From an optimization exercise on the open Yosys and OpenROAD flow, aimed at small area and few clock cycles; shortcuts taken in it are not production practice. In this exercise RTL edits were held to simulation tests only and were not proved equivalent to the original. Power is estimated from default activity; no workload was simulated.

===== design/flow/design.v =====
module mcb_enc (
    input  wire        clk,
    input  wire        rst,
    input  wire        start,      
    input  wire [1:0]  kind,       
    input  wire [7:0]  arg,        
    input  wire [14:0] t_half,     
    input  wire [14:0] amp,        
    output wire        busy,
    output wire        byte_full,  
    output wire        post_pend,  
    output wire        smp_valid,
    input  wire        smp_ready,
    output wire [15:0] smp_data
);
    reg [6:0]  halves;     
    reg [14:0] scnt;       
    reg [9:0]  sh;         
    reg        pre, post;
    reg [7:0]  bq [0:3];   
    reg [1:0]  rp, wp;
    reg [2:0]  bn;
    reg        pp;         
    assign busy      = (halves != 7'd0);
    assign smp_valid = busy;
    assign byte_full = bn[2];
    assign post_pend = pp;
    wire cur_bit    = pre | sh[0];
    wire first_half = ~halves[0];
    wire high_level = cur_bit ^ first_half;
    wire [15:0] pa = {1'b0, amp};
    assign smp_data = post ? 16'd0 : (high_level ? pa : (~pa + 16'd1));
    wire [14:0] scnt1 = scnt + 15'd1;
    wire half_end = busy && smp_ready && (scnt1 == t_half);
    wire done     = half_end && (halves == 7'd1);
    wire next_byte = done && (bn != 3'd0);
    wire next_post = done && (bn == 3'd0) && pp;
    wire direct    = start && (!busy || (done && bn == 3'd0 && !pp));
    wire push_byte = start && !direct && (kind == 2'd2);
    wire push_post = start && !direct && (kind == 2'd3);
    always @(posedge clk) begin
        if (rst) begin
            halves <= 7'd0;
            bn     <= 3'd0;
            pp     <= 1'b0;
            rp     <= 2'd0;
            wp     <= 2'd0;
        end else begin
            if (direct) begin
                case (kind)
                    2'd0:    halves <= 7'd64;
                    2'd1:    halves <= 7'd2;
                    2'd2:    halves <= 7'd20;
                    default: halves <= 7'd4;
                endcase
            end else if (next_byte) begin
                halves <= 7'd20;
            end else if (next_post) begin
                halves <= 7'd4;
            end else if (half_end) begin
                halves <= halves - 7'd1;
            end
            if (push_byte) wp <= wp + 2'd1;
            if (next_byte) rp <= rp + 2'd1;
            bn <= bn + {2'd0, push_byte} - {2'd0, next_byte};
            if (push_post)      pp <= 1'b1;
            else if (next_post) pp <= 1'b0;
        end
    end
    always @(posedge clk) begin
        if (push_byte) bq[wp] <= arg;
        if (direct) begin
            scnt <= 15'd0;
            pre  <= (kind == 2'd0);
            post <= (kind == 2'd3);
            sh   <= (kind == 2'd2) ? {1'b1, arg, 1'b0} : {9'd0, arg[0]};
        end else if (next_byte || next_post) begin
            scnt <= 15'd0;
            pre  <= 1'b0;
            post <= next_post;
            sh   <= {1'b1, bq[rp], 1'b0};
        end else if (busy && smp_ready) begin
            if (scnt1 == t_half) begin
                scnt <= 15'd0;
                if (!first_half) sh <= {1'b0, sh[9:1]};
            end else begin
                scnt <= scnt1;
            end
        end
    end
endmodule
module mcb_top (
    input  wire        clk,
    input  wire        rst,
    input  wire        cmd_valid,
    output wire        cmd_ready,
    input  wire [31:0] cmd_data,
    output wire        smp_valid,
    input  wire        smp_ready,
    output wire [15:0] smp_data,
    output reg         byte_valid,
    input  wire        byte_ready,
    output wire [7:0]  byte_data,
    output reg         rd_valid,
    input  wire        rd_ready,
    output reg  [31:0] rd_data,
    output wire        irq
);
    localparam [2:0] S_IDLE = 3'd0, S_ONSET = 3'd1, S_CLOCK = 3'd2, S_SYNC = 3'd3,
                     S_DATA = 3'd4, S_DONE = 3'd5, S_FAIL = 3'd6;
    localparam [1:0] LV_NONE = 2'd0, LV_L = 2'd1, LV_H = 2'd2;
    localparam [2:0] E_CONFIG = 3'd1, E_CLOCK = 3'd2, E_DESYNC = 3'd3,
                     E_FRAMING = 3'd4, E_CMD = 3'd5;
    localparam N_KEEP = 8;    
    reg [2:0]  dstate;
    reg [5:1]  errflags;      
    reg [2:0]  cause;
    reg [31:0] esmp, ebyte, cmdcnt;
    reg [14:0] enc_t, enc_a, minvol;
    reg [1:0]  ctrl;
    reg [31:0] smpcnt;
    reg [14:0] nf;            
    reg        thr_ok;        
    reg [14:0] clk_t;
    reg [31:0] bitcnt, bytecnt, skipcnt;
    reg        be;
    reg [14:0] mv;
    reg [1:0]  lvl;
    reg [15:0] cnt;           
    reg [1:0]  stg;           
    reg [15:0] ncnt;          
    reg        xs;
    reg [4:0]  bufn;
    reg        outl;
    reg        ph;
    reg [3:0]  nb;
    reg [9:0]  sh;
    reg        partial;
    reg [15:0] bq [0:N_KEEP-1];    
    reg [4:0]  rd_sel;
    wire       enc_busy, enc_bfull, enc_ppend;
    reg        enc_start;
    mcb_enc u_enc (
        .clk(clk), .rst(rst),
        .start(enc_start), .kind(cmd_data[25:24]), .arg(cmd_data[7:0]),
        .t_half(enc_t), .amp(enc_a), .busy(enc_busy),
        .byte_full(enc_bfull), .post_pend(enc_ppend),
        .smp_valid(smp_valid), .smp_ready(smp_ready), .smp_data(smp_data)
    );
    wire [7:0] hop = cmd_data[31:24];
    wire enc_hold = enc_busy && (
        (hop == 8'h02 && cmd_data[23:17] == 7'h08) || (hop == 8'h01) ||
        (hop == 8'h10) || (hop == 8'h11) ||
        (hop == 8'h12 && (enc_bfull || enc_ppend)) ||
        (hop == 8'h13 && enc_ppend));
    assign cmd_ready = !enc_hold && (!rd_valid || rd_ready) && (!byte_valid || byte_ready);
    wire accept = cmd_valid && cmd_ready;
    assign irq = ctrl[1] && ((errflags != 5'd0) || dstate == S_DONE || dstate == S_FAIL);
    assign byte_data = sh[8:1];
    wire [31:0] w   = cmd_data;
    wire [7:0]  op  = w[31:24];
    wire [7:0]  a   = w[23:16];
    wire [15:0] imm = w[15:0];
    wire lo0 = (w[23:0] == 24'd0);
    wire c_nop    = (op == 8'h00) && lo0;
    wire c_srst   = (op == 8'h01) && lo0;
    wire c_wr     = (op == 8'h02);
    wire c_rd     = (op == 8'h03) && (imm == 16'd0);
    wire c_epre   = (op == 8'h10) && lo0;
    wire c_ebit   = (op == 8'h11) && (w[23:1] == 23'd0);
    wire c_ebyte  = (op == 8'h12) && (w[23:8] == 16'd0);
    wire c_epost  = (op == 8'h13) && lo0;
    wire c_dstart = (op == 8'h20) && lo0;
    wire c_dsmp   = (op == 8'h21) && (a == 8'h00);
    wire c_dend   = (op == 8'h22) && lo0;
    wire c_fsbit  = (op == 8'h23) && (w[23:1] == 23'd0);
    wire c_fsend  = (op == 8'h24) && lo0;
    wire c_enc    = c_epre | c_ebit | c_ebyte | c_epost;
    wire rd_mapped = (a[7:3] == 5'h00 && a[2:0] != 3'd7) ||
                     (a[7:2] == 6'h04) ||
                     (a[7:3] == 5'h04 && a[2:0] != 3'd7);
    always @* begin
        case (rd_sel)
            5'h00: rd_data = 32'h4D43_0100;
            5'h01: rd_data = {25'd0, be, (skipcnt != 32'd0), partial, (clk_t != 15'd0), dstate};
            5'h02: rd_data = {26'd0, errflags, 1'b0};
            5'h03: rd_data = {29'd0, cause};
            5'h04: rd_data = esmp;
            5'h05: rd_data = ebyte;
            5'h06: rd_data = cmdcnt;
            5'h08: rd_data = {17'd0, enc_t};
            5'h09: rd_data = {17'd0, enc_a};
            5'h0a: rd_data = {17'd0, minvol};
            5'h0b: rd_data = {30'd0, ctrl};
            5'h10: rd_data = smpcnt;
            5'h11: rd_data = {17'd0, nf};
            5'h12: rd_data = {16'd0, thr};
            5'h13: rd_data = {17'd0, clk_t};
            5'h14: rd_data = bitcnt;
            5'h15: rd_data = bytecnt;
            5'h16: rd_data = skipcnt;
            default: rd_data = 32'd0;
        endcase
    end
    wire [16:0] nf2   = {1'b0, nf, 1'b0};
    wire [16:0] thr_c = (nf2 > {2'b0, mv}) ? nf2 : {2'b0, mv};
    wire [15:0] thr   = thr_ok ? thr_c[15:0] : 16'd0;
    function [31:0] sat_inc;
        input [31:0] v;
        sat_inc = (&v) ? v : v + 32'd1;
    endfunction
    reg [2:0]  n_dstate;
    reg [5:1]  n_errflags;
    reg [2:0]  n_cause;
    reg [31:0] n_esmp, n_ebyte, n_cmdcnt;
    reg [14:0] n_enc_t, n_enc_a, n_minvol;
    reg [1:0]  n_ctrl;
    reg [31:0] n_smpcnt;
    reg [14:0] n_nf, n_clk_t;
    reg        n_thr_ok;
    reg [31:0] n_bitcnt, n_bytecnt, n_skipcnt;
    reg        n_be;
    reg [14:0] n_mv;
    reg [1:0]  n_lvl;
    reg [15:0] n_cnt;
    reg [1:0]  n_stg;
    reg [15:0] n_ncnt;
    reg        n_xs;
    reg [4:0]  n_bufn;
    reg        n_outl;
    reg        n_ph;
    reg [3:0]  n_nb;
    reg [9:0]  n_sh;
    reg        n_partial;
    reg [15:0] n_bq [0:N_KEEP-1];
    reg        n_byte_valid, n_rd_valid;
    reg [4:0]  n_rd_sel;
    reg        n_reset;
    reg        raise_en;
    reg [2:0]  raise_code;
    reg [15:0] s;
    reg [16:0] mag;
    reg [1:0]  cls;
    reg [15:0] d17;
    reg [15:0] med;
    reg        consistent, do_insert, do_restart;
    reg [N_KEEP-1:0] gt;
    reg [15:0] lock_m;
    reg        lng, bitv, smp_done, push_en, push_b, finish_en, desync_en;
    reg [15:0] cnt1;
    reg [14:0] gap, t_new;
    reg        adv, xreset;
    reg [16:0] e;
    reg [32:0] ebsum;
    integer    i;
    always @* begin
        n_dstate   = dstate;   n_errflags = errflags; n_cause  = cause;
        n_esmp     = esmp;     n_ebyte    = ebyte;    n_cmdcnt = cmdcnt;
        n_enc_t    = enc_t;    n_enc_a    = enc_a;    n_minvol = minvol;
        n_ctrl     = ctrl;     n_smpcnt   = smpcnt;
        n_nf       = nf;       n_thr_ok   = thr_ok;      n_clk_t  = clk_t;
        n_bitcnt   = bitcnt;   n_bytecnt  = bytecnt;  n_skipcnt = skipcnt;
        n_be       = be;       n_mv       = mv;
        n_lvl      = lvl;      n_cnt      = cnt;      n_stg    = stg;      n_ncnt   = ncnt;
        n_xs       = xs;       n_bufn     = bufn;     n_outl   = outl;
        n_ph       = ph;       n_nb       = nb;       n_sh     = sh;
        n_partial  = partial;
        for (i = 0; i < N_KEEP; i = i + 1) n_bq[i] = bq[i];
        n_byte_valid = byte_valid && !byte_ready;
        n_rd_valid   = rd_valid && !rd_ready;
        n_rd_sel     = rd_sel;
        n_reset      = 1'b0;
        enc_start    = 1'b0;
        raise_en = 1'b0; raise_code = 3'd0;
        s = imm;
        mag = s[15] ? ({1'b0, ~s} + 17'd1) : {1'b0, s};
        cls = LV_NONE; d17 = cnt;
        med = 16'd0;
        consistent = 1'b0; do_insert = 1'b0; do_restart = 1'b0; lock_m = 16'd0;
        lng = 1'b0; bitv = 1'b0; smp_done = 1'b0;
        push_en = 1'b0; push_b = 1'b0; finish_en = 1'b0; desync_en = 1'b0;
        gt = {N_KEEP{1'b0}};
        cnt1 = cnt + 16'd1;
        gap = (stg == 2'd0) ? {1'b0, clk_t[14:1]} : (stg == 2'd1) ? clk_t : (clk_t | 15'd1);
        adv = (stg != 2'd3) && (cnt1 == {1'b0, gap});
        t_new = clk_t; xreset = 1'b0;
        e = 17'd0;
        ebsum = 33'd0;
        if (accept) begin
            n_cmdcnt = sat_inc(cmdcnt);
            if (c_nop) begin
            end else if (c_srst) begin
                n_reset = 1'b1;
            end else if (c_wr) begin
                case (a)
                    8'h10: if (imm[15] == 1'b0 && imm != 16'd0) n_enc_t = imm[14:0];
                           else raise_en = 1'b1;
                    8'h11: if (imm[15] == 1'b0 && imm != 16'd0) n_enc_a = imm[14:0];
                           else raise_en = 1'b1;
                    8'h12: if (imm[15] == 1'b0 && imm != 16'd0) n_minvol = imm[14:0];
                           else raise_en = 1'b1;
                    8'h13: n_ctrl = imm[1:0];
                    8'h02: n_errflags = errflags & ~imm[5:1];
                    default: begin raise_en = 1'b1; raise_code = E_CMD; end
                endcase
                if (raise_en && raise_code == 3'd0) raise_code = E_CONFIG;
            end else if (c_rd) begin
                n_rd_valid = 1'b1;
                n_rd_sel   = rd_mapped ? {a[5:4], a[2:0]} : 5'h07;
                if (!rd_mapped) begin raise_en = 1'b1; raise_code = E_CMD; end
            end else if (c_enc) begin
                if (enc_t == 15'd0) begin
                    raise_en = 1'b1; raise_code = E_CONFIG;
                end else begin
                    enc_start = 1'b1;
                end
            end else if (c_dstart) begin
                n_smpcnt = 32'd0; n_nf = 15'd0; n_thr_ok = 1'b0; n_clk_t = 15'd0;
                n_bitcnt = 32'd0; n_bytecnt = 32'd0; n_skipcnt = 32'd0;
                n_lvl = LV_NONE; n_cnt = 16'd0; n_ncnt = 16'd0; n_xs = 1'b0;
                n_bufn = 5'd0; n_outl = 1'b0; n_ph = 1'b0; n_nb = 4'd0; n_partial = 1'b0;
                n_errflags = errflags & 5'b10001;
                n_be = ctrl[0];
                n_mv = minvol;
                n_dstate = S_ONSET;
            end else if (c_dsmp) begin
                if (dstate == S_IDLE) begin
                    raise_en = 1'b1; raise_code = E_CMD;
                end else if (dstate == S_DONE || dstate == S_FAIL) begin
                end else if ((dstate == S_ONSET || dstate == S_CLOCK) && (smpcnt[31:16] != 16'd0)) begin
                    raise_en = 1'b1; raise_code = E_CLOCK;
                    n_dstate = S_FAIL;
                end else begin
                    if (dstate == S_ONSET) begin
                        if (mag < {2'b0, mv}) begin
                            if (mag[14:0] > nf) n_nf = mag[14:0];
                        end else begin
                            n_thr_ok = 1'b1;
                            n_dstate = S_CLOCK;
                        end
                    end
                    if (mag >= thr_c) cls = s[15] ? LV_L : LV_H;
                    else              cls = LV_NONE;
                    if (n_dstate == S_CLOCK) begin
                        if (cls == LV_NONE) begin
                            if (lvl != LV_NONE) n_cnt = cnt1;
                        end else if (lvl == LV_NONE) begin
                            n_lvl = cls; n_cnt = 16'd1;
                        end else if (cls == lvl) begin
                            n_cnt = cnt1;
                        end else begin
                            n_lvl = cls; n_cnt = 16'd1;
                            if (!xs) begin
                                n_xs = 1'b1;
                            end else begin
                                if (bufn == 5'd0) begin
                                    do_restart = 1'b1;
                                end else begin
                                    med = bq[(bufn - 5'd1) >> 1];
                                    e = {1'b0, d17} - {2'b0, med[15:1]};
                                    consistent = !e[16] && (e[15:0] != 16'd0 || !med[0]) && (e[15:0] <= med);
                                    if (consistent)   do_insert = 1'b1;
                                    else if (outl)    do_restart = 1'b1;
                                    else              n_outl = 1'b1;
                                end
                                if (do_restart) begin
                                    n_bq[0] = d17; n_bufn = 5'd1; n_outl = 1'b0;
                                end
                                if (do_insert) begin
                                    for (i = 0; i < N_KEEP; i = i + 1)
                                        gt[i] = (i >= bufn) || (bq[i] > d17);
                                    for (i = 0; i < N_KEEP; i = i + 1) begin
                                        if (gt[i]) begin
                                            if (i > 0 && gt[(i > 0) ? i - 1 : 0]) n_bq[i] = bq[(i > 0) ? i - 1 : 0];
                                            else                                  n_bq[i] = d17;
                                        end
                                    end
                                    n_bufn = bufn + 5'd1; n_outl = 1'b0;
                                end
                                if (n_bufn == 5'd16) begin
                                    lock_m = n_bq[7];
                                    if (lock_m != 16'd0 && lock_m[15] == 1'b0) begin
                                        n_clk_t  = lock_m[14:0];
                                        t_new    = lock_m[14:0];
                                        xreset   = 1'b1;
                                        n_dstate = S_SYNC;
                                        n_ncnt   = 16'd0;
                                    end else begin
                                        n_bufn = 5'd0; n_outl = 1'b0;
                                    end
                                end
                            end
                        end
                    end else if (dstate == S_SYNC || dstate == S_DATA) begin
                        n_cnt = adv ? 16'd0 : cnt1;
                        n_stg = adv ? stg + 2'd1 : stg;
                        if (cls == LV_NONE) begin
                            n_ncnt = ncnt + 16'd1;
                            if (ncnt == {clk_t, 1'b0}) finish_en = 1'b1;
                        end else if (cls == lvl) begin
                            n_ncnt = 16'd0;
                            if (n_stg == 2'd3) desync_en = 1'b1;
                        end else begin
                            n_ncnt = 16'd0; n_lvl = cls; xreset = 1'b1;
                            if (stg == 2'd0 || stg == 2'd3) begin
                                desync_en = 1'b1;
                            end else begin
                                lng  = (stg == 2'd2);
                                bitv = (cls == LV_H);
                                if (dstate == S_SYNC) begin
                                    if (lng) begin
                                        n_dstate = S_DATA; n_ph = 1'b0;
                                        push_en = 1'b1; push_b = bitv;
                                    end
                                end else if (ph == 1'b0) begin
                                    if (lng) begin push_en = 1'b1; push_b = bitv; end
                                    else n_ph = 1'b1;
                                end else begin
                                    if (lng) desync_en = 1'b1;
                                    else begin n_ph = 1'b0; push_en = 1'b1; push_b = bitv; end
                                end
                            end
                        end
                        if (push_en) n_bitcnt = sat_inc(bitcnt);
                    end
                    smp_done = 1'b1;
                end
            end else if (c_dend) begin
                if (dstate == S_IDLE) begin
                    raise_en = 1'b1; raise_code = E_CMD;
                end else if (dstate == S_ONSET || dstate == S_CLOCK) begin
                    raise_en = 1'b1; raise_code = E_CLOCK;
                    n_dstate = S_FAIL;
                end else if (dstate == S_SYNC || dstate == S_DATA)
                    finish_en = 1'b1;
            end else if (c_fsbit) begin
                if (dstate == S_IDLE) begin
                    raise_en = 1'b1; raise_code = E_CMD;
                end else if (dstate != S_DONE && dstate != S_FAIL) begin
                    push_en = 1'b1; push_b = w[0];
                end
            end else if (c_fsend) begin
                if (dstate == S_IDLE) begin
                    raise_en = 1'b1; raise_code = E_CMD;
                end else if (dstate != S_DONE && dstate != S_FAIL)
                    finish_en = 1'b1;
            end else begin
                raise_en = 1'b1; raise_code = E_CMD;
            end
            if (push_en) begin
                n_sh[nb] = push_b;
                if (nb == 4'd9) begin
                    n_nb = 4'd0;
                    if (sh[0] == 1'b0 && push_b == 1'b1) begin
                        n_byte_valid = 1'b1;
                        n_bytecnt    = sat_inc(bytecnt);
                    end else begin
                        raise_en = 1'b1; raise_code = E_FRAMING;
                        if (be) begin
                            n_skipcnt = sat_inc(skipcnt); n_partial = 1'b1;
                        end else begin
                            n_dstate = S_FAIL;
                        end
                    end
                end else begin
                    n_nb = nb + 4'd1;
                end
            end
            if (finish_en) begin
                if (nb != 4'd0) begin
                    n_nb = 4'd0;
                    raise_en = 1'b1; raise_code = E_FRAMING;
                    if (be) begin
                        n_skipcnt = sat_inc(skipcnt); n_partial = 1'b1; n_dstate = S_DONE;
                    end else begin
                        n_dstate = S_FAIL;
                    end
                end else begin
                    n_dstate = S_DONE;
                end
            end
            if (desync_en) begin
                raise_en = 1'b1; raise_code = E_DESYNC;
                if (be && bytecnt != 32'd0) begin
                    n_partial = 1'b1; n_dstate = S_DONE;
                end else begin
                    n_dstate = S_FAIL;
                end
            end
            if (xreset) begin
                if (t_new[14:2] == 13'd0 && !(t_new[1] & t_new[0])) begin
                    n_stg = 2'd1; n_cnt = 16'd0;
                end else begin
                    n_stg = 2'd0; n_cnt = {15'd0, ~t_new[0]};
                end
            end
            if (smp_done) n_smpcnt = sat_inc(smpcnt);
            if (raise_en) begin
                n_errflags[raise_code] = 1'b1;
                n_cause    = raise_code;
                n_esmp     = smpcnt;
                ebsum      = {1'b0, bytecnt} + {1'b0, skipcnt};
                n_ebyte    = ebsum[32] ? 32'hFFFF_FFFF : ebsum[31:0];
            end
        end
    end
    always @(posedge clk) begin
        if (rst || n_reset) begin
            dstate <= S_IDLE; errflags <= 5'd0; cause <= 3'd0;
            esmp <= 32'd0; ebyte <= 32'd0; cmdcnt <= 32'd0;
            enc_t <= 15'd0; enc_a <= 15'd24576; minvol <= 15'd2048; ctrl <= 2'd0;
            smpcnt <= 32'd0; nf <= 15'd0; thr_ok <= 1'b0; clk_t <= 15'd0;
            bitcnt <= 32'd0; bytecnt <= 32'd0; skipcnt <= 32'd0;
            be <= 1'b0; partial <= 1'b0;
        end else begin
            dstate <= n_dstate; errflags <= n_errflags; cause <= n_cause;
            esmp <= n_esmp; ebyte <= n_ebyte; cmdcnt <= n_cmdcnt;
            enc_t <= n_enc_t; enc_a <= n_enc_a; minvol <= n_minvol; ctrl <= n_ctrl;
            smpcnt <= n_smpcnt; nf <= n_nf; thr_ok <= n_thr_ok; clk_t <= n_clk_t;
            bitcnt <= n_bitcnt; bytecnt <= n_bytecnt; skipcnt <= n_skipcnt;
            be <= n_be; partial <= n_partial;
        end
    end
    always @(posedge clk) begin
        mv <= n_mv; lvl <= n_lvl; cnt <= n_cnt; stg <= n_stg; ncnt <= n_ncnt;
        xs <= n_xs; bufn <= n_bufn; outl <= n_outl; ph <= n_ph; nb <= n_nb;
    end
    always @(posedge clk) begin
        if (rst) begin
            byte_valid <= 1'b0;
            rd_valid   <= 1'b0;
        end else begin
            byte_valid <= n_byte_valid;
            rd_valid   <= n_rd_valid;
        end
        rd_sel <= n_rd_sel;
    end
    always @(posedge clk) begin
        for (i = 0; i < N_KEEP; i = i + 1) bq[i] <= n_bq[i];
        sh <= n_sh;
    end
endmodule

===== design/flow/flow/abc_area.script =====
strash
&get -n
&fraig -x
&put
dc2
dc2
strash
&get -n
&dch -f
&nf -a
&put
strash
&get -n
&dch -f
&nf -a
&put

===== design/flow/config.mk =====
export PLATFORM = sky130hd
export DESIGN_NAME = mcb_top
export DESIGN_NICKNAME = mcb_top
export VERILOG_FILES = /design/flow/design.v
export SDC_FILE = /design/flow/constraint.sdc
export NUM_CORES = 4
export LEC_CHECK = 0
export CAP_MARGIN = 20
export CORE_MARGIN = 2
export CORE_UTILIZATION = 40
export SLEW_MARGIN = 20

===== design/flow/constraint.sdc =====
create_clock -name core_clock -period 16.0 [get_ports {clk}]
set_input_delay 3.2000 -clock core_clock [delete_from_list [all_inputs] [get_ports {clk}]]
set_output_delay 3.2000 -clock core_clock [all_outputs]
set_load 0.01 [all_outputs]

===== design/flow/standard.sh =====
#!/bin/bash
# synth_recipe.tcl (not shown) runs the flow's synth.tcl, then flattens the netlist and writes it again
# the make line also repeats each setting of config.mk as NAME=value (left out here)
make -C /OpenROAD-flow-scripts/flow DESIGN_CONFIG=/design/flow/config.mk WORK_HOME=/design/flow/orfs CLKGATE_MAP_FILE= SYNTH_SCRIPT=/design/flow/synth_recipe.tcl "${@:-finish}"

===== design/flow/flow/run.sh =====
#!/bin/bash
# Layout flow: the standard flow (standard.sh) with these changes:
#  - synthesis maps the logic with an area-oriented ABC script
#    (flow/abc_area.script) instead of ORFS's delay-oriented abc_speed.script;
#    the flip-flop mapping and register names are the standard synthesis's;
#  - every input and output port still gets its own buffer, a buf_2 cell;
#  - clock tree synthesis without dummy loads.
# Everything else is the standard layout. Each step's full output goes to a
# log file here.
set -euo pipefail
WORK=$(pwd)
# a private copy of ORFS's scripts folder with the ABC script replaced
rm -rf "$WORK/orfs_scripts"
cp -r "$FLOW_HOME/scripts" "$WORK/orfs_scripts"
cp "$WORK/flow/abc_area.script" "$WORK/orfs_scripts/abc_speed.script"
export BUFFER_PORTS_ARGS="-buffer_cell sky130_fd_sc_hd__buf_2"
export CTS_ARGS="-sink_clustering_enable -repair_clock_nets -dont_use_dummy_load"
bash standard.sh synth "SCRIPTS_DIR=$WORK/orfs_scripts" > "$WORK/flow_synth.log" 2>&1
bash standard.sh finish "SCRIPTS_DIR=$WORK/orfs_scripts" > "$WORK/flow_layout.log" 2>&1
test -s "$WORK/out/final.def"

==> summary.txt, run 1 <==
status finished clean; hold crit path type register to register; crit path time final 11.42 ns; Critical Path Fanout Max 30; Clock Latency Late Sink 0.65 ns; TritonCTS clock tree done; Crit Path Category register to register; drc violations 0; Clock Path Buffers 3; DR WL/cell 23.7 um; cells after synthesis 4180; Power Total 3110 uW; Cell variety after synth 68; Finished Layout Cells 5594; drt via density 6.12; Root Driver clkbuf_16; Logic pwr share 3.6%; asr flop ratio synth 0%; Main synth FF type dfxtp_1; Mapped Area 0.0365 mm2; drt initial violations 3928; largest net degree at the start of global routing 79; Post-CTS Setup Inserts 0; CTS Buf Count 72; cell type with the largest total area after synthesis edfxtp_1; Reg power frac 51.3%; Congestion Overflow GR 0; Total Nets Final 4743; register bit total from synthesis 598; syn_area_per_cell 8.72 um2; worst vdd ir 0.0636 mV; CP startpoint kind register; Crit. End Element register; final RePlAce weighted congestion 0.953; global-route wire length before repair 200 mm; Tcrit/Tclk final 71.4%; IO Port Bufs 98; clock-pin slew on the worst setup and hold paths 0.06 ns; Worst-Margin Slew 1.14 ns; DP HPWL 96.4 mm; routed vias 34300; Worst EP required 16.37 ns; cts-stage hold buffer count 0; Syn-to-layout area delta 12.2%; Setup violations, final 0; met1 Use GR 36.2%; Top Usage Layer GRT met2; # rows 110; Leak 0.0152 uW; Floorplan Core Area 0.0901 mm2; Tot GR Track Use 27.7%; post-synth top area share 20.5%; met3 Usage GRT 3.77%; Fin. Hold Viols 0; die height 306 um; ANT nets after route 0; # IOs 99; clock share of power 45.1%; setup tns final 0 ns; Yosys warnings 4; cts repair resizes 0; top cells by area, synth edfxtp_1 21%, dfxtp_1 19%, ha_1 9.8%; EDFF count, synth 249; Cell Int Power 2400 uW; die area 0.0936 mm2; P_sw 705 uW; CP max-delay cell nand4b_1; Horiz. Die Dim 306 um; starting density of the core 40.5%; Max Transition Viols Final 0; Post-Route WL 133 mm; initial antenna violation count 3; RSZ-0062 raised after global routing false; vias in the first global route 31900; placed cell area 0.0391 mm2; Max Cap Violations 0; skew final 0.0905 ns; register area share after synthesis 39.7%; crit-path max cell delay 0.66 ns; cell area after layout 0.0409 mm2; WHS Path Cells 0; Power Dens Cells 76.0 mW/mm2; Net Count, Synth 4506; worst path arrival time 11.79 ns; met2 Use GR 45.5%; switch share 22.7%; 1st-pass router iterations 10; R2R depth 45; fillers 8764; placed insts 5519; Crit path top cell by count a21o_1; H-tree levels 3; Relative slew margins 23.7%; clock tree sinks 598; maximum clock rate 0.0876 GHz; fraction of layout cells with a size suffix above 1 6.57%
## per-layer routing
layer | routed length (um) | share of wire, %
met5 | 12 | 0.0091
met2 | 61300 | 46
met4 | 6660 | 5.0
met3 | 9330 | 7.0
met1 | 55200 | 42
## power groups by stage
stage / clock network, uW / registers, uW / logic, uW
CTS: 1430 / 1590 / 110
floorplan: 0 / 1620 / 65.3
global route: 1480 / 1590 / 122
finish: 1400 / 1590 / 112
global placement: 0 / 1630 / 108
detailed placement: 0 / 1630 / 109
## metrics by stage
step	utilization (%)	hold slack, ns	setup slack (ns)
final	45.4	0.475	4.58
after global routing	45.4	0.491	3.73
after CTS	45.4	0.472	4.66
after detailed placement	43.4	0.460	4.65
after global placement	43.4	0.450	4.86
after floorplan	-	0.428	4.35
## sequential cells by signal, indices dropped and copies added (netlist names), 5 cells and up, named ones only
name and flops:
sh 9, clk_t 15, bitcnt 32, errflags 5
enc_a 15, bq 128, cnt 16, nf 15
u_enc.scnt 15, enc_t 15, u_enc.bq 32, bytecnt 32
minvol 15, u_enc.halves 7, ncnt 16, u_enc.sh 10
mv 15, cmdcnt 32, ebyte 32, skipcnt 32
bufn 5, esmp 32, smpcnt 32, rd_sel 5
## cell type report
cell class | count | area, um2 | area share (%)
antenna | 3 | 7.51 | 0.0183
clock buffer | 72 | 1800 | 4.40
timing repair buffer | 171 | 1040 | 2.54
inverter | 142 | 533 | 1.30
sequential | 598 | 14500 | 35.3
multi-input combinational | 3432 | 21600 | 52.8
tap | 1176 | 1470 | 3.59
## worst max-delay path, delay by kind of cell, from the launching register on
kind | cells | cell delay (ns)
compound gates | 23 | 4.45
simple gates | 12 | 3.30
fa+ha+maj | 4 | 1.24
buf+inv | 3 | 0.70
xor+xnor | 2 | 0.58
flops | 1 | 0.52
mux | 1 | 0.42
## cell families after synthesis
kind of cell,share of synthesized area [%]
compound gates,20.7
flops,39.7
xor+xnor,3.65
simple gates,21.4
fa+ha+maj,9.97
buf+inv,1.63
mux,3.08
## cells in the mapped netlist (24+ instances only)
cell,count
edfxtp_1,249
a211oi_1,50
dfxtp_1,349
xnor2_1,94
nor4_1,66
or3_1,43
ha_1,285
nand4_1,73
o21a_1,24
mux2i_1,84
and2_0,37
a21o_1,34
a21oi_1,507
a222oi_1,81
o21ai_0,312
nand2_1,440
xor2_1,58
a31oi_1,36
nand3_1,109
clkinv_1,142
and3_1,116
nor3_1,151
and4_1,26
a22oi_1,59
nor2_1,497
## cells in the final DEF, fill, tap and decap left out, drive strengths merged, types with 13 or more instances in the layout
master	netlist	final
buf	8	171
and3	116	116
or4	14	14
o21a	24	24
edfxtp	249	249
or2	16	16
a222oi	81	81
and2	37	37
a21o	34	34
nand2	440	440
xor2	58	58
mux2i	84	84
a22o	19	19
nor2	497	497
or3	43	43
o21bai	13	13
clkinv	142	142
nand3	109	109
ha	285	285
nor4	66	66
and4	26	26
xnor2	94	94
nand4	73	73
clkbuf	0	72
dfxtp	349	349
nand2b	23	23
a21oi	507	507
a22oi	59	59
nor2b	18	18
a221oi	22	22
nor3	151	151
o21ai	312	312
a211oi	50	50
a31oi	36	36
## final timing paths
check,startpoint,to,slack [ns]
max reg2reg,bufn[1]$_SDFFCE_PP0P_,cnt[0]$_DFFE_PP_,4.58
min reg2reg,minvol[2]$_SDFFE_PP0P_,mv[2]$_DFFE_PP_,0.48
max,bufn[1]$_SDFFCE_PP0P_,cnt[0]$_DFFE_PP_,4.58
min,minvol[2]$_SDFFE_PP0P_,mv[2]$_DFFE_PP_,0.48
Testbench counts, summed over its fixed seeds: cycles 108,164.
==> inputs of run 2 (changes only) <==
--- a/design/flow/design.v
+++ b/design/flow/design.v
@@ -17,7 +17,7 @@
     reg [14:0] scnt;       
     reg [9:0]  sh;         
     reg        pre, post;
-    reg [7:0]  bq [0:3];   
+    reg [31:0] bq;         
     reg [1:0]  rp, wp;
     reg [2:0]  bn;
     reg        pp;         
@@ -38,6 +38,15 @@
     wire direct    = start && (!busy || (done && bn == 3'd0 && !pp));
     wire push_byte = start && !direct && (kind == 2'd2);
     wire push_post = start && !direct && (kind == 2'd3);
+    reg [7:0] bq_head;
+    always @* begin
+        case (rp)
+            2'd0: bq_head = bq[7:0];
+            2'd1: bq_head = bq[15:8];
+            2'd2: bq_head = bq[23:16];
+            default: bq_head = bq[31:24];
+        endcase
+    end
     always @(posedge clk) begin
         if (rst) begin
             halves <= 7'd0;
@@ -68,7 +77,14 @@
         end
     end
     always @(posedge clk) begin
-        if (push_byte) bq[wp] <= arg;
+        if (push_byte) begin
+            case (wp)
+                2'd0: bq[7:0]   <= arg;
+                2'd1: bq[15:8]  <= arg;
+                2'd2: bq[23:16] <= arg;
+                default: bq[31:24] <= arg;
+            endcase
+        end
         if (direct) begin
             scnt <= 15'd0;
             pre  <= (kind == 2'd0);
@@ -78,7 +94,7 @@
             scnt <= 15'd0;
             pre  <= 1'b0;
             post <= next_post;
-            sh   <= {1'b1, bq[rp], 1'b0};
+            sh   <= {1'b1, bq_head, 1'b0};
         end else if (busy && smp_ready) begin
             if (scnt1 == t_half) begin
                 scnt <= 15'd0;
==> design/flow/flow/run.sh (replaced) <==
#!/bin/bash
# Layout flow: the standard flow (standard.sh) with these changes:
#  - synthesis maps the logic with an area-oriented ABC script
#    (flow/abc_area.script, with a 60 s &deepsyn run) instead of ORFS's delay-oriented abc_speed.script;
#    the flip-flop mapping and register names are the standard synthesis's;
#  - every input and output port still gets its own buffer, a buf_2 cell;
#  - clock tree synthesis without dummy loads, with clusters of up to 24 sinks.
# Everything else is the standard layout. Each step's full output goes to a
# log file here.
set -euo pipefail
WORK=$(pwd)
# a private copy of ORFS's scripts folder with the ABC script replaced
rm -rf "$WORK/orfs_scripts"
cp -r "$FLOW_HOME/scripts" "$WORK/orfs_scripts"
cp "$WORK/flow/abc_area.script" "$WORK/orfs_scripts/abc_speed.script"
export BUFFER_PORTS_ARGS="-buffer_cell sky130_fd_sc_hd__buf_2"
export CTS_ARGS="-sink_clustering_enable -repair_clock_nets -dont_use_dummy_load -sink_clustering_size 24 -sink_clustering_max_diameter 100"
bash standard.sh synth "SCRIPTS_DIR=$WORK/orfs_scripts" > "$WORK/flow_synth.log" 2>&1
bash standard.sh finish "SCRIPTS_DIR=$WORK/orfs_scripts" > "$WORK/flow_layout.log" 2>&1
test -s "$WORK/out/final.def"
==> design/flow/flow/abc_area.script (replaced) <==
strash
&get -n
&fraig -x
&put
dc2
dc2
strash
&get -n
&deepsyn -T 60
&dch -f
&nf -a
&put
==> summary.txt, run 2 <==
most common cell after layout, fill and taps aside a21oi_1; Power Dens Cells 66.1 mW/mm2; Net Count, Synth 4181; Power Total 2530 uW; Critical Path Fanout Max 18; most frequent cells after synthesis 420 x a21oi_1, 347 x dfxtp_1, 333 x nand2_1, 294 x ha_1, 287 x nor2_1; largest net degree at the start of global routing 65; # rows 108; Setup violations, final 0; # IOs 99; Post-Route WL 125 mm; vias in the first global route 29500; drt initial violations 4416; die area 0.0898 mm2; IO Port Bufs 98; initial antenna violation count 2; global-route wire length before repair 188 mm; top cells by area, synth edfxtp_1 21%, dfxtp_1 20%, ha_1 11%; Relative slew margins 22.3%; crit-path max cell delay 0.89 ns; Setup WS pre-CTS 4.76 ns; fillers 8541; Worst EP required 16.50 ns; Main synth FF type dfxtp_1; cts repair resizes 0; Crit Path Category register to register; clock-pin slew on the worst setup and hold paths 0.10 ns; Yosys warnings 4; status finished clean; skew final 0.0839 ns; setup tns final 0 ns; syn_area_per_cell 9.09 um2; cell type with the largest total area after synthesis edfxtp_1; hold crit path type register to register; CP startpoint kind register; asr flop ratio synth 0%; register bit total from synthesis 596; Max Transition Viols Final 0; Post-CTS Setup Inserts 0; Horiz. Die Dim 300 um; Final Util 44.2%; routed vias 32200; DR WL/cell 24.1 um; Top reg by flops bq; Clock Latency Late Sink 0.66 ns; Syn-to-layout area delta 9.55%; fraction of layout cells with a size suffix above 1 5.75%; WP buf/inv 2; commonest cells after routing, fill and taps aside 416 x a21oi_1, 347 x dfxtp_1, 331 x nand2_1, 294 x ha_1, 279 x nor2_1; Tcrit/Tclk final 69.0%; Leak 0.0144 uW; Floorplan Core Area 0.0866 mm2; 1st-pass router iterations 9; cells after synthesis 3846; CP delay by family, top compound AO/OA/AOI/OAI gates; maximum clock rate 0.0906 GHz; post-synth top area share 21.4%; Cell variety after synth 70; most frequent cell after synthesis a21oi_1; H-tree levels 1; worst path arrival time 11.54 ns; CTS Buf Count 30; Mapped Area 0.0350 mm2; Crit path top cell by count a21o_1; Root Driver clkbuf_16; EDFF count, synth 249; final RePlAce weighted congestion 0.931; Tot GR Track Use 27.0%; RSZ-0062 raised after global routing false; drc violations 0; Clock Path Buffers 3; register area share after synthesis 41.3%; final worst slack 4.97 ns; TritonCTS clock tree done; max reg flops 128; clock tree sinks 596; starting density of the core 40.4%; Worst-Margin Slew 1.16 ns; Congestion Overflow GR 0; Fin. Hold Viols 0; Max Cap Violations 0; cts-stage hold buffer count 0; die height 300 um; Crit. End Element register; crit path time final 11.03 ns; worst vdd ir 0.0825 mV; drt via density 6.21; DP HPWL 92.7 mm; CP max-delay cell nor2_1; Total Nets Final 4371; ANT nets after route 0
## run 2: final timing paths
path | from | end | cells past startpoint | slack (ns)
worst max register to register | bufn[2]$_SDFFCE_PP0P_ | cnt[5]$_SDFFCE_PP0P_ | 43 | 4.97
worst min-delay path | minvol[2]$_SDFFE_PP0P_ | mv[2]$_DFFE_PP_ | 0 | 0.47
worst min register to register | minvol[2]$_SDFFE_PP0P_ | mv[2]$_DFFE_PP_ | 0 | 0.47
worst max-delay path | bufn[2]$_SDFFCE_PP0P_ | cnt[5]$_SDFFCE_PP0P_ | 43 | 4.97
## run 2: routing by layer
| metal | global-route usage, % | vias up | share of wire, % |
|---|---|---|---|
| met4 | 7.57 | 2 | 3.1 |
| met2 | 42.5 | 1428 | 45 |
| met5 | 0 | - | 0.011 |
| met1 | 39.1 | 15400 | 44 |
| li1 | - | 15100 | - |
| met3 | 2.75 | 206 | 8.4 |
## run 2: layout make-up
| cell class | count | area [um2] | share of cell area [%] |
|---|---|---|---|
| sequential | 596 | 14400 | 37.7 |
| multi-input combinational | 3034 | 19900 | 51.9 |
| antenna | 1 | 2.50 | 0.00653 |
| clock buffer | 30 | 751 | 1.96 |
| tap | 1155 | 1450 | 3.77 |
| inverter | 208 | 781 | 2.04 |
| timing repair buffer | 166 | 1020 | 2.67 |
## run 2: stage by stage
step / instance area, um2 / cells / hold WS [ns]
global route: 38300 / 5189 / 0.500
floorplan: 35000 / 3846 / 0.425
global placement: 37500 / 5158 / 0.449
CTS: 38300 / 5188 / 0.449
detailed placement: 37500 / 5158 / 0.453
finish: 38300 / 5190 / 0.468
## run 2: cells by family after synthesis
| kind of cell | share of synthesized area [%] |
|---|---|
| compound gates | 22.5 |
| xor+xnor | 2.86 |
| fa+ha+maj | 10.7 |
| buf+inv | 2.41 |
| flops | 41.3 |
| mux | 0.576 |
| simple gates | 19.7 |
## run 2: power breakdown
part | leakage, uW | total, uW | switching (uW) | internal (uW)
clock network | 0.000370 | 847 | 514 | 333
logic | 0.00903 | 101 | 71.9 | 29.1
registers | 0.00501 | 1580 | 6.15 | 1580
Testbench counts of run 2, summed over its fixed seeds: cycles 108,164.
==> inputs of run 3 (changes only) <==
==> design/flow/flow/run.sh (replaced) <==
#!/bin/bash
# Layout flow: the standard flow (standard.sh) with these changes:
#  - synthesis leaves the adders and comparators to ABC as plain logic (no
#    mapping to the fixed full/half-adder cells first, ADDER_MAP_FILE empty) and
#    maps the logic with an area-oriented ABC script (flow/abc_area.script, with
#    a 60 s &deepsyn run) instead of ORFS's delay-oriented abc_speed.script;
#    the flip-flop mapping and register names are the standard synthesis's;
#  - every input and output port still gets its own buffer, a buf_2 cell;
#  - clock tree synthesis without dummy loads, with clusters of up to 24 sinks.
# Everything else is the standard layout. Each step's full output goes to a
# log file here.
set -euo pipefail
WORK=$(pwd)
# a private copy of ORFS's scripts folder with the ABC script replaced
rm -rf "$WORK/orfs_scripts"
cp -r "$FLOW_HOME/scripts" "$WORK/orfs_scripts"
cp "$WORK/flow/abc_area.script" "$WORK/orfs_scripts/abc_speed.script"
export BUFFER_PORTS_ARGS="-buffer_cell sky130_fd_sc_hd__buf_2"
export CTS_ARGS="-sink_clustering_enable -repair_clock_nets -dont_use_dummy_load -sink_clustering_size 24 -sink_clustering_max_diameter 100"
bash standard.sh synth "SCRIPTS_DIR=$WORK/orfs_scripts" "ADDER_MAP_FILE=" > "$WORK/flow_synth.log" 2>&1
bash standard.sh finish "SCRIPTS_DIR=$WORK/orfs_scripts" > "$WORK/flow_layout.log" 2>&1
test -s "$WORK/out/final.def"
==> summary.txt, run 3 <==
status finished clean; Max Cap Violations 0; R2R depth 30; global-route wire length before repair 183 mm; max reg flops 128; Worst-Margin Slew 1.10 ns; flip-flop and latch area 0.0144 mm2; Logic pwr share 3.6%; 1st-pass router iterations 6; worst path arrival time 10.38 ns; Clock Path Buffers 3; Critical Path Fanout Max 34; clock-pin slew on the worst setup and hold paths 0.10 ns; die height 287 um; Compound-Gate Fraction of Synth Area 25.6%; Power Dens Cells 73.1 mW/mm2; drt via density 6.30; Crit Path Category primary input to register; hold crit path type register to register; register bit total from synthesis 596; Clock Latency Late Sink 0.60 ns; starting density of the core 40.5%; Congestion Overflow GR 0; register area share after synthesis 45.1%; setup tns final 0 ns; cell type with the largest total area after synthesis edfxtp_1; Syn-to-layout area delta 10.4%; Tot GR Track Use 29.0%; maximum clock rate 0.101 GHz; crit path time final 9.91 ns; ANT nets after route 0; # IOs 99; Total Nets Final 3852; Floorplan Core Area 0.0791 mm2; routed vias 30600; Relative slew margins 26.3%; Cell Int Power 1980 uW; skew final 0.0806 ns; TritonCTS clock tree done; most common cell after layout, fill and taps aside nand2_1; WHS Path Cells 2; worst hold-check slack 0.452 ns; asr flop ratio synth 0%; Worst EP required 16.47 ns; initial antenna violation count 6; area occupied by multi-input gates 0.0171 mm2; DR WL/cell 25.1 um; mux cell area share after synthesis 0.582%; Net Count, Synth 3659; Setup violations, final 0; Root Driver clkbuf_16; post-synth top area share 23.4%; Leak 0.0121 uW; largest net degree at the start of global routing 59; Cell variety after synth 67; commonest cells after routing, fill and taps aside 423 x nand2_1, 350 x nor2_1, 347 x dfxtp_1, 296 x a21oi_1, 288 x o21ai_0; DP HPWL 88.8 mm; cts repair resizes 0; worst vdd ir 0.0524 mV; IO Port Bufs 98; die area 0.0823 mm2; Reg power frac 61.3%; largest family of logic cells by synthesized area compound AO/OA/AOI/OAI gates; final RePlAce weighted congestion 0.989; Post-CTS Setup Inserts 0; Max Transition Viols Final 0; vias in the first global route 28300; H-tree levels 2; fraction of layout cells with a size suffix above 1 6.11%; EDFF count, synth 249; Mapped Area 0.0320 mm2; Tcrit/Tclk final 61.9%; most frequent cell after synthesis nand2_1; clock share of power 35.1%; # rows 103; RSZ-0062 raised after global routing false; switch share 23.3%; Yosys warnings 4; most frequent cells after synthesis 423 x nand2_1, 361 x nor2_1, 347 x dfxtp_1, 301 x a21oi_1, 289 x o21ai_0; P_sw 601 uW; cells after synthesis 3621; Main synth FF type dfxtp_1; Crit. End Element register; Post-Synth Adder-Cell Area 1.38%; syn_area_per_cell 8.84 um2; Horiz. Die Dim 287 um; fillers 7853; CTS Buf Count 34; Simple-Gate Fraction of Synth Area 20.3%; Top reg by flops bq; drc violations 0; Fin. Hold Viols 0; drt initial violations 4095; clock tree sinks 596; Synth Area in XOR/XNOR 5.01%; top cells by area, synth edfxtp_1 23%, dfxtp_1 22%, nand2_1 5.0%; Post-Route WL 122 mm; cts-stage hold buffer count 0; CP startpoint kind primary input
run 3: cell count changes after synthesis, sizes merged, moves of 49 or more:
cell    previous run  this run
nand2            333       423
nor2             287       361
o22ai             12        71
a21oi            420       301
clkinv           208       159
ha               294         0
xnor2             65       121
run 3: final cells by class:
cell class                      count  share of cell area, %
Sequential cell                   596                   40.8
Tap cell                         1050                   3.72
Multi-Input combinational cell   2858                   48.4
Antenna cell                        3                 0.0212
Inverter                          159                   1.69
Clock buffer                       34                   2.41
Timing Repair Buffer              165                   2.92
run 3: kinds of logic (layout without fill, tap and decap cells):
family / Yosys count / count (layout)
AO/OA/AOI/OAI: 1233 / 1233
flip-flops: 596 / 596
buffers and inverters: 167 / 358
XOR/XNOR: 183 / 183
AND/OR/NAND/NOR: 1381 / 1381
adder cells (fa/ha/maj): 44 / 44
other: 0 / 3
multiplexers: 17 / 17
run 3: worst paths after layout:
kind                            end  slack (ns)                   start
max reg2reg    cnt[4]$_SDFFCE_PP0P_        6.23   bufn[0]$_SDFFCE_PP0P_
min          ebyte[31]$_SDFFE_PP0P_        0.45  ebyte[31]$_SDFFE_PP0P_
min reg2reg  ebyte[31]$_SDFFE_PP0P_        0.45  ebyte[31]$_SDFFE_PP0P_
max           ebyte[8]$_SDFFE_PP0P_        6.09             cmd_data[1]
run 3: power groups by stage:
stage / registers (uW) / logic (uW) / clock network, uW
after detailed placement: 1620 / 90.8 / 0
after floorplan: 1620 / 47.1 / 0
after global placement: 1620 / 90.5 / 0
final: 1580 / 94.0 / 907
after CTS: 1580 / 91.2 / 921
after global routing: 1580 / 101 / 964
run 3: critical path, stage by stage:
cell	delay, ns
buf_2	0.20
nor3_1	0.28
nand3b_1	0.20
clkinv_1	0.14
nand2_1	0.22
o31ai_1	0.61
nand2b_1	0.14
o21ai_0	0.22
xor2_1	0.41
o31ai_1	0.11
a22o_1	0.19
o221ai_1	0.16
buf_4	0.19
nor2b_1	0.15
o2111ai_1	0.30
or2_0	0.27
a2bb2oi_1	0.54
o2111ai_1	0.20
a21oi_1	0.47
o21ai_0	0.34
nand2_1	0.13
buf_4	0.38
nand2_1	0.12
a21oi_2	0.69
buf_4	0.37
a21oi_1	0.10
run 3: through the flow:
step	instance area [um2]	std cells	setup WS [ns]	utilization (%)	total power [uW]
6_report	35300	4865	6.09	44.7	2580
5_1_grt	35300	4864	5.36	44.7	2650
4_1_cts	35300	4860	6.20	44.6	2590
3_5_place_dp	34400	4826	5.62	43.5	1710
3_3_place_gp	34400	4826	5.80	43.5	1710
2_1_floorplan	32000	3621	5.77	-	1660
run 3: metal layers:
layer  vias up  global-route usage (%)  wire (um)
met5         -                       0         13
met4         2                    10.1       4260
met3       227                    5.67      12200
met2      1495                    43.2      52500
met1     14700                    41.6      53000
li1      14200                       -          -
==> inputs of run 4 (changes only) <==
--- a/design/flow/flow/run.sh
+++ b/design/flow/flow/run.sh
@@ -5,7 +5,7 @@
 #    maps the logic with an area-oriented ABC script (flow/abc_area.script, with
 #    a 60 s &deepsyn run) instead of ORFS's delay-oriented abc_speed.script;
 #    the flip-flop mapping and register names are the standard synthesis's;
-#  - every input and output port still gets its own buffer, a buf_2 cell;
+#  - every input and output port still gets its own buffer, a buf_1 cell;
 #  - clock tree synthesis without dummy loads, with clusters of up to 24 sinks.
 # Everything else is the standard layout. Each step's full output goes to a
 # log file here.
@@ -15,7 +15,7 @@
 rm -rf "$WORK/orfs_scripts"
 cp -r "$FLOW_HOME/scripts" "$WORK/orfs_scripts"
 cp "$WORK/flow/abc_area.script" "$WORK/orfs_scripts/abc_speed.script"
-export BUFFER_PORTS_ARGS="-buffer_cell sky130_fd_sc_hd__buf_2"
+export BUFFER_PORTS_ARGS="-buffer_cell sky130_fd_sc_hd__buf_1"
 export CTS_ARGS="-sink_clustering_enable -repair_clock_nets -dont_use_dummy_load -sink_clustering_size 24 -sink_clustering_max_diameter 100"
 bash standard.sh synth "SCRIPTS_DIR=$WORK/orfs_scripts" "ADDER_MAP_FILE=" > "$WORK/flow_synth.log" 2>&1
 bash standard.sh finish "SCRIPTS_DIR=$WORK/orfs_scripts" > "$WORK/flow_layout.log" 2>&1
==> design/flow/config.mk (replaced) <==
export PLATFORM = sky130hd
export DESIGN_NAME = mcb_top
export DESIGN_NICKNAME = mcb_top
export VERILOG_FILES = /design/flow/design.v
export SDC_FILE = /design/flow/constraint.sdc
export NUM_CORES = 4
export LEC_CHECK = 0
export CAP_MARGIN = 0
export CORE_MARGIN = 2
export CORE_UTILIZATION = 55
export SLEW_MARGIN = 0
==> summary.txt, run 4 <==
drc violations 0; top cells by area, synth edfxtp_1 23%, dfxtp_1 22%, nand2_1 5.0%; worst path arrival time 10.91 ns; cts repair resizes 0; Fin. Hold Viols 0; Reg power frac 63.0%; # IOs 99; CTS Buf Count 30; crit path time final 10.55 ns; drt via density 6.93; most common cell after layout, fill and taps aside nand2_1; final RePlAce weighted congestion 0.979; commonest cells after routing, fill and taps aside 423 x nand2_1, 351 x nor2_1, 347 x dfxtp_1, 296 x a21oi_1, 288 x o21ai_0; syn_area_per_cell 8.84 um2; worst reg2reg startpoint bufn[0]$_SDFFCE_PP0P_; Cell Int Power 1930 uW; Finished Layout Cells 4575; worst setup path start bufn[0]$_SDFFCE_PP0P_; placed insts 4544; initial antenna violation count 2; RSZ-0062 raised after global routing false; largest net degree at the start of global routing 50; ANT nets after route 0; Leak 0.0117 uW; skew final 0.0533 ns; hold crit path type register to register; Crit path top cell by count a21oi_1; most frequent cells after synthesis 423 x nand2_1, 361 x nor2_1, 347 x dfxtp_1, 301 x a21oi_1, 289 x o21ai_0; Mapped Area 0.0320 mm2; Setup WS pre-CTS 5.13 ns; vias in the first global route 29500; Top reg by flops bq; CP max-delay cell o221a_1; cell type with the largest total area after synthesis edfxtp_1; fraction of layout cells with a size suffix above 1 3.39%; RR Endpoint cnt[12]$_SDFFCE_PP0P_; register bit total from synthesis 596; DR WL/cell 26.2 um; Horiz. Die Dim 245 um; hold_sp cause[2]$_SDFFE_PP0P_; Max Cap Violations 0; worst vdd ir 0.0961 mV; starting density of the core 55.6%; worst hold endpoint cause[2]$_SDFFE_PP0P_; worst hold-check slack 0.454 ns; Power Dens Cells 72.4 mW/mm2; final worst slack 5.45 ns; EDFF count, synth 249; Clock Path Buffers 3; Worst EP required 16.37 ns; routed vias 31700; cts-stage hold buffer count 0; global-route wire length before repair 179 mm; Crit. End Element register; Yosys warnings 4; clock share of power 33.1%; max reg flops 128; Congestion Overflow GR 0; asr flop ratio synth 0%; Post-Route WL 120 mm; Tcrit/Tclk final 65.9%; maximum clock rate 0.0948 GHz; crit-path max cell delay 0.91 ns; clock tree sinks 596; Post-CTS Setup Inserts 0; Root Driver clkbuf_16; Tot GR Track Use 38.6%; Clock Latency Late Sink 0.64 ns; clock-pin slew on the worst setup and hold paths 0.11 ns; Main synth FF type dfxtp_1; Setup violations, final 0; post-synth top area share 23.4%; cells after synthesis 3621; 1st-pass router iterations 9; most frequent cell after synthesis nand2_1; Cell variety after synth 67; TritonCTS clock tree done; H-tree levels 1; Relative slew margins 8.61%; # rows 88; worst reg2reg setup slack 5.45 ns; Floorplan Core Area 0.0576 mm2; Worst-Margin Slew 1.37 ns; die area 0.0601 mm2; drt initial violations 4453; die height 245 um; Power Total 2510 uW; R2R depth 30; WHS Path Cells 2; IO Port Bufs 98; switch share 23.1%; P_sw 579 uW; CP startpoint kind register; Syn-to-layout area delta 8.43%; Net Count, Synth 3659; register area share after synthesis 45.1%; setup tns final 0 ns; Logic pwr share 3.9%; Max Transition Viols Final 0; Crit Path Category register to register; Total Nets Final 3849; Critical Path Fanout Max 19; DP HPWL 86.4 mm; status finished clean
==> run 4: critical path: cells and delay by family (launching register included) <==
| family | cells | cell delay [ns] |
|---|---|---|
| buffers and inverters | 1 | 0.26 |
| flip-flops | 1 | 0.65 |
| AND/OR/NAND/NOR | 7 | 2.16 |
| AO/OA/AOI/OAI | 20 | 6.41 |
| adder cells (fa/ha/maj) | 2 | 0.79 |
==> run 4: through the flow <==
step	utilization, %	instance area [um2]
after floorplan	-	32000
after global placement	59.0	34000
after detailed placement	59.0	34000
after CTS	60.3	34700
after global routing	60.3	34700
final	60.3	34700
==> run 4: cell type report <==
| cell class | count | area, um2 |
|---|---|---|
| Antenna cell | 1 | 2.50 |
| Clock buffer | 30 | 751 |
| Fill cell | 5152 | 22900 |
| Inverter | 159 | 597 |
| Multi-Input combinational cell | 2858 | 17100 |
| Sequential cell | 596 | 14400 |
| Tap cell | 765 | 957 |
| Timing Repair Buffer | 166 | 878 |
==> run 4: layer usage <==
metal,vias to the layer above,global-route usage [%],part of all wire (%)
met2,1908,61.3,45
met1,15200,51.5,39
met4,2,19.4,5.7
met3,403,5.70,10
met5,-,0,0.011
li1,14200,-,-
==> run 4: power groups by stage <==
stage,Clock (uW),Sequential [uW],Combinational (uW)
2_1_floorplan,0,1620,47.1
3_3_place_gp,0,1620,91.3
3_5_place_dp,0,1620,93.0
4_1_cts,832,1580,93.7
5_1_grt,879,1580,102
6_report,832,1580,97.4
==> run 4: worst max path at each step <==
stage,cells past startpoint,to
2_1_floorplan,13,bytecnt[10]$_SDFFE_PP0P_
4_1_cts,26,ebyte[29]$_SDFFE_PP0P_
6_report,30,cnt[12]$_SDFFCE_PP0P_
3_3_place_gp,26,ebyte[29]$_SDFFE_PP0P_
5_1_grt,29,clk_t[3]$_SDFFE_PP0P_
3_5_place_dp,26,ebyte[29]$_SDFFE_PP0P_
==> run 4: cells by family after synthesis <==
logic type	after synthesis	synth area share (%)
AND/OR/NAND/NOR	1381	20.3
AO/OA/AOI/OAI	1233	25.6
flip-flops	596	45.1
XOR/XNOR	183	5.01
buffers and inverters	167	2.05
adder cells (fa/ha/maj)	44	1.38
multiplexers	17	0.582
==> inputs of run 5 (changes only) <==
--- a/design/flow/config.mk
+++ b/design/flow/config.mk
@@ -8,4 +8,5 @@
 export CAP_MARGIN = 0
 export CORE_MARGIN = 2
 export CORE_UTILIZATION = 55
+export GPL_TIMING_DRIVEN = 0
 export SLEW_MARGIN = 0
==> summary.txt, run 5 <==
skew final 0.0546 ns; Yosys warnings 4; Worst-Margin Slew 1.59 ns; commonest cells after routing, fill and taps aside 422 x nand2_1, 347 x nor2_1, 347 x dfxtp_1, 296 x a21oi_1, 287 x o21ai_0; max reg flops 128; Total Nets Final 3830; worst hold endpoint thr_ok$_SDFFE_PP0P_; cts repair resizes 0; vias in the first global route 29300; clock share of power 33.6%; Clock Path Buffers 3; placed insts 4522; Setup violations, final 0; asr flop ratio synth 0%; Syn-to-layout area delta 9.43%; DP HPWL 84.8 mm; most frequent cells after synthesis 423 x nand2_1, 361 x nor2_1, 347 x dfxtp_1, 301 x a21oi_1, 289 x o21ai_0; most common cell after layout, fill and taps aside nand2_1; Fin. Hold Viols 0; Setup WS pre-CTS 3.72 ns; largest net degree at the start of global routing 35; cell type with the largest total area after synthesis edfxtp_1; Relative slew margins -7.06%; Top reg by flops bq; P_sw 588 uW; Crit Path Category primary input to register; worst reg2reg startpoint bufn[3]$_SDFFCE_PP0P_; Main synth FF type dfxtp_1; # IOs 99; drt initial violations 4137; Root Driver clkbuf_16; drc violations 0; register bit total from synthesis 596; Final Util 60.8%; maximum clock rate 0.0823 GHz; Cell Int Power 1950 uW; clock-pin slew on the worst setup and hold paths 0.10 ns; Critical Path Fanout Max 34; starting density of the core 55.6%; R2R depth 28; DR WL/cell 25.3 um; clock tree sinks 596; cells after synthesis 3621; ANT nets after route 0; EDFF count, synth 249; hold_sp thr_ok$_SDFFE_PP0P_; status complete, but fails checks; Post-CTS Setup Inserts 0; hold crit path type register to register; Max Cap Violations 1; Post-Route WL 115 mm; Leak 0.0117 uW; Reg power frac 62.4%; top cells by area, synth edfxtp_1 23%, dfxtp_1 22%, nand2_1 5.0%; worst vdd ir 0.0942 mV; drt via density 6.91; Finished Layout Cells 4558; final RePlAce weighted congestion 0.958; CP startpoint kind primary input; Tot GR Track Use 37.4%; WHS Path Cells 2; switch share 23.2%; routed vias 31500; die area 0.0601 mm2; setup tns final 0 ns; crit path time final 12.14 ns; Clock Latency Late Sink 0.66 ns; Crit path top cell by count a21oi_1; Layout Check Failures max-capacitance violations, max-slew violations; Logic pwr share 4.0%; H-tree levels 1; register area share after synthesis 45.1%; crit-path max cell delay 1.04 ns; fraction of layout cells with a size suffix above 1 3.19%; TritonCTS clock tree done; final worst slack 3.86 ns; Tcrit/Tclk final 75.9%; # rows 88; RSZ-0062 raised after global routing false; CTS Buf Count 31; RR Endpoint clk_t[5]$_SDFFE_PP0P_; global-route wire length before repair 175 mm; Crit. End Element register; die height 245 um; Mapped Area 0.0320 mm2; post-synth top area share 23.4%; initial antenna violation count 5; IO Port Bufs 98; Net Count, Synth 3659; syn_area_per_cell 8.84 um2; most frequent cell after synthesis nand2_1; worst path arrival time 12.66 ns; Congestion Overflow GR 0; Floorplan Core Area 0.0576 mm2; Power Dens Cells 72.3 mW/mm2; 1st-pass router iterations 9; CP max-delay cell o221ai_1; Power Total 2530 uW; worst reg2reg setup slack 4.46 ns; Horiz. Die Dim 245 um; Max Transition Viols Final 7; Cell variety after synth 67; Worst EP required 16.52 ns; cts-stage hold buffer count 0
-- run 5: cell counts after synthesis --
Identical to the previous run, type by type.
-- run 5: cell families after synthesis --
family | share of synthesized area [%]
multiplexers | 0.582
XOR/XNOR | 5.01
AND/OR/NAND/NOR | 20.3
adder cells (fa/ha/maj) | 1.38
buffers and inverters | 2.05
flip-flops | 45.1
AO/OA/AOI/OAI | 25.6
-- run 5: worst max path at each step --
stage                 start                  endpoint  cells past startpoint
4_1_cts         cmd_data[0]    ebyte[11]$_SDFFE_PP0P_                     25
3_3_place_gp   cmd_data[18]  bytecnt[13]$_SDFFE_PP0P_                     14
3_5_place_dp    cmd_data[0]    ebyte[11]$_SDFFE_PP0P_                     25
2_1_floorplan  cmd_data[18]  bytecnt[10]$_SDFFE_PP0P_                     13
6_report        cmd_data[0]    ebyte[11]$_SDFFE_PP0P_                     25
5_1_grt         cmd_data[0]    ebyte[11]$_SDFFE_PP0P_                     25
-- run 5: stage by stage --
step | hold slack [ns] | cell area (um2)
after floorplan | 0.422 | 32000
after global placement | 0.433 | 33300
after detailed placement | 0.443 | 34200
after CTS | 0.471 | 35000
after global routing | 0.483 | 35000
final | 0.475 | 35000
-- run 5: power groups by stage --
stage          Clock [uW]  Sequential [uW]  Combinational, uW
6_report              851             1580                101
5_1_grt               902             1580                106
4_1_cts               852             1580               96.3
3_5_place_dp            0             1620               95.9
3_3_place_gp            0             1620               87.7
2_1_floorplan           0             1620               47.1
-- run 5: cell type report --
| class | instances | area (um2) |
|---|---|---|
| tap | 765 | 957 |
| clock buffer | 31 | 776 |
| multi-input combinational | 2858 | 17200 |
| fill | 5023 | 22600 |
| buffer | 8 | 60.1 |
| inverter | 159 | 597 |
| sequential | 596 | 14400 |
| antenna | 3 | 7.51 |
| timing repair buffer | 138 | 1020 |
-- run 5: routing by layer --
| metal | GRT usage [%] | up-vias | part of all wire, % |
|---|---|---|---|
| li1 | - | 14100 | - |
| met1 | 49.4 | 15200 | 40 |
| met3 | 6.56 | 384 | 10 |
| met4 | 17.4 | 2 | 4.9 |
| met2 | 59.6 | 1747 | 45 |
| met5 | 0 | - | 0.012 |
-- run 5: critical path: cells and delay by family --
kind | cells | cell delay [ns]
buffers and inverters | 4 | 1.92
AND/OR/NAND/NOR | 5 | 1.74
AO/OA/AOI/OAI | 16 | 5.69
==> inputs of run 6 (changes only) <==
--- a/design/flow/flow/run.sh
+++ b/design/flow/flow/run.sh
@@ -6,7 +6,7 @@
 #    a 60 s &deepsyn run) instead of ORFS's delay-oriented abc_speed.script;
 #    the flip-flop mapping and register names are the standard synthesis's;
 #  - every input and output port still gets its own buffer, a buf_1 cell;
-#  - clock tree synthesis without dummy loads, with clusters of up to 24 sinks.
+#  - clock tree synthesis without dummy loads, with clusters of up to 30 sinks.
 # Everything else is the standard layout. Each step's full output goes to a
 # log file here.
 set -euo pipefail
@@ -16,7 +16,7 @@
 cp -r "$FLOW_HOME/scripts" "$WORK/orfs_scripts"
 cp "$WORK/flow/abc_area.script" "$WORK/orfs_scripts/abc_speed.script"
 export BUFFER_PORTS_ARGS="-buffer_cell sky130_fd_sc_hd__buf_1"
-export CTS_ARGS="-sink_clustering_enable -repair_clock_nets -dont_use_dummy_load -sink_clustering_size 24 -sink_clustering_max_diameter 100"
+export CTS_ARGS="-sink_clustering_enable -repair_clock_nets -dont_use_dummy_load -sink_clustering_size 30 -sink_clustering_max_diameter 90"
 bash standard.sh synth "SCRIPTS_DIR=$WORK/orfs_scripts" "ADDER_MAP_FILE=" > "$WORK/flow_synth.log" 2>&1
 bash standard.sh finish "SCRIPTS_DIR=$WORK/orfs_scripts" > "$WORK/flow_layout.log" 2>&1
 test -s "$WORK/out/final.def"
--- a/design/flow/config.mk
+++ b/design/flow/config.mk
@@ -8,5 +8,4 @@
 export CAP_MARGIN = 0
 export CORE_MARGIN = 2
 export CORE_UTILIZATION = 55
-export GPL_TIMING_DRIVEN = 0
 export SLEW_MARGIN = 0
==> summary.txt, run 6 <==
status finished clean; Clock Latency Late Sink 0.60 ns; most frequent cells after synthesis 423 x nand2_1, 361 x nor2_1, 347 x dfxtp_1, 301 x a21oi_1, 289 x o21ai_0; drt via density 6.92; vias in the first global route 29600; R2R depth 30; asr flop ratio synth 0%; register area share after synthesis 45.1%; Horiz. Die Dim 245 um; Congestion Overflow GR 0; global-route wire length before repair 180 mm; Crit path top cell by count a21oi_1; cells after synthesis 3621; Post-Route WL 120 mm; Max Cap Violations 0; Tot GR Track Use 38.8%; # diodes 0; IO Port Bufs 98; Main synth FF type dfxtp_1; skew final 0.0718 ns; CP max-delay cell o221a_1; worst reg2reg setup slack 5.39 ns; starting density of the core 55.6%; Cell variety after synth 67; die area 0.0601 mm2; DP HPWL 86.4 mm; Syn-to-layout area delta 8.74%; worst path arrival time 10.91 ns; Top reg by flops bq; Clock Path Buffers 3; drt initial violations 4669; hold_sp cause[2]$_SDFFE_PP0P_; Yosys warnings 4; largest net degree at the start of global routing 50; Relative slew margins 9.90%; worst hold-check slack 0.453 ns; worst hold endpoint cause[2]$_SDFFE_PP0P_; WHS Path Cells 2; setup tns final 0 ns; final RePlAce weighted congestion 0.979; crit path time final 10.61 ns; Setup violations, final 0; Tcrit/Tclk final 66.3%; syn_area_per_cell 8.84 um2; placed cell area 0.0340 mm2; 1st-pass router iterations 10; Worst EP required 16.30 ns; TritonCTS clock tree done; RR Endpoint cnt[12]$_SDFFCE_PP0P_; fillers 5135; Fin. Hold Viols 0; CTS Buf Count 34; ANT nets after route 0; Critical Path Fanout Max 19; Root Driver clkbuf_16; cell type with the largest total area after synthesis edfxtp_1; worst reg2reg startpoint bufn[0]$_SDFFCE_PP0P_; max reg flops 128; top cells by area, synth edfxtp_1 23%, dfxtp_1 22%, nand2_1 5.0%; H-tree levels 2; EDFF count, synth 249; most frequent cell after synthesis nand2_1; Total Nets Final 3853; Leak 0.0117 uW; Worst-Margin Slew 1.35 ns; die height 245 um; area occupied by multi-input gates 0.0171 mm2; Floorplan Core Area 0.0576 mm2; RSZ-0062 raised after global routing false; hold crit path type register to register; maximum clock rate 0.0943 GHz
==> run 6: through the flow <==
stage | worst slack [ns] | total power, uW | std cells | utilization (%)
2_1_floorplan | 5.77 | 1660 | 3621 | -
3_3_place_gp | 5.59 | 1710 | 4544 | 59.0
3_5_place_dp | 5.13 | 1710 | 4544 | 59.0
4_1_cts | 5.76 | 2570 | 4578 | 60.4
5_1_grt | 5.02 | 2640 | 4578 | 60.4
6_report | 5.39 | 2570 | 4578 | 60.4
==> run 6: per-layer routing <==
metal	GRT usage, %	vias to the layer above	routed length, um	share of wire, %
li1	-	14200	-	-
met1	51.4	15100	47300	39
met2	61.2	1955	53100	44
met3	6.44	437	12300	10
met4	19.9	2	7030	5.9
met5	0	-	13	0.011
==> run 6: worst register-to-register path: cells and delay by family (launching register included) <==
family / cells / cell delay, ns
adder cells (fa/ha/maj): 2 / 0.78
buffers and inverters: 1 / 0.27
AND/OR/NAND/NOR: 7 / 2.23
flip-flops: 1 / 0.64
AO/OA/AOI/OAI: 20 / 6.45
==> run 6: final cells by class <==
cell class,instances,share of cell area (%)
Tap cell,765,2.75
Sequential cell,596,41.4
Clock buffer,34,2.44
Timing Repair Buffer,166,2.52
Multi-Input combinational cell,2858,49.1
Inverter,159,1.71
==> run 6: report_power, final <==
| group | leakage [uW] | total, uW | switching [uW] | internal, uW |
|---|---|---|---|---|
| clock network | 0.000419 | 892 | 510 | 382 |
| registers | 0.00508 | 1580 | 5.76 | 1580 |
| logic | 0.00623 | 97.4 | 74.6 | 22.8 |
==> run 6: kinds of logic (layout without fill, tap and decap cells) <==
| family | count (synthesis) | after routing | share of synthesized area [%] |
|---|---|---|---|
| AOI/OAI and AO/OA | 1233 | 1233 | 25.6 |
| adders and majority gates | 44 | 44 | 1.38 |
| buffers and inverters | 167 | 359 | 2.05 |
| muxes | 17 | 17 | 0.582 |
| and+or+nand+nor | 1381 | 1381 | 20.3 |
| DFF | 596 | 596 | 45.1 |
| xor gates and xnor gates | 183 | 183 | 5.01 |
==> run 6: worst max-delay path by stage <==
stage,start,endpoint,slack (ns),cells after the start
2_1_floorplan,cmd_data[18],bytecnt[10]$_SDFFE_PP0P_,5.77,13
3_3_place_gp,cmd_data[1],ebyte[29]$_SDFFE_PP0P_,5.59,26
3_5_place_dp,cmd_data[1],ebyte[29]$_SDFFE_PP0P_,5.13,26
4_1_cts,cmd_data[1],ebyte[22]$_SDFFE_PP0P_,5.76,26
5_1_grt,cmd_data[1],ebyte[22]$_SDFFE_PP0P_,5.02,26
6_report,bufn[0]$_SDFFCE_PP0P_,cnt[12]$_SDFFCE_PP0P_,5.39,30

Setup slack of run 6, layout unchanged: 5.392 ns with ideal ports, 5.392 ns with driving cells assumed (clock clkbuf_16, inputs buf_2), 4.857 ns with port delays also shifted by the 0.633 ns mid clock arrival.
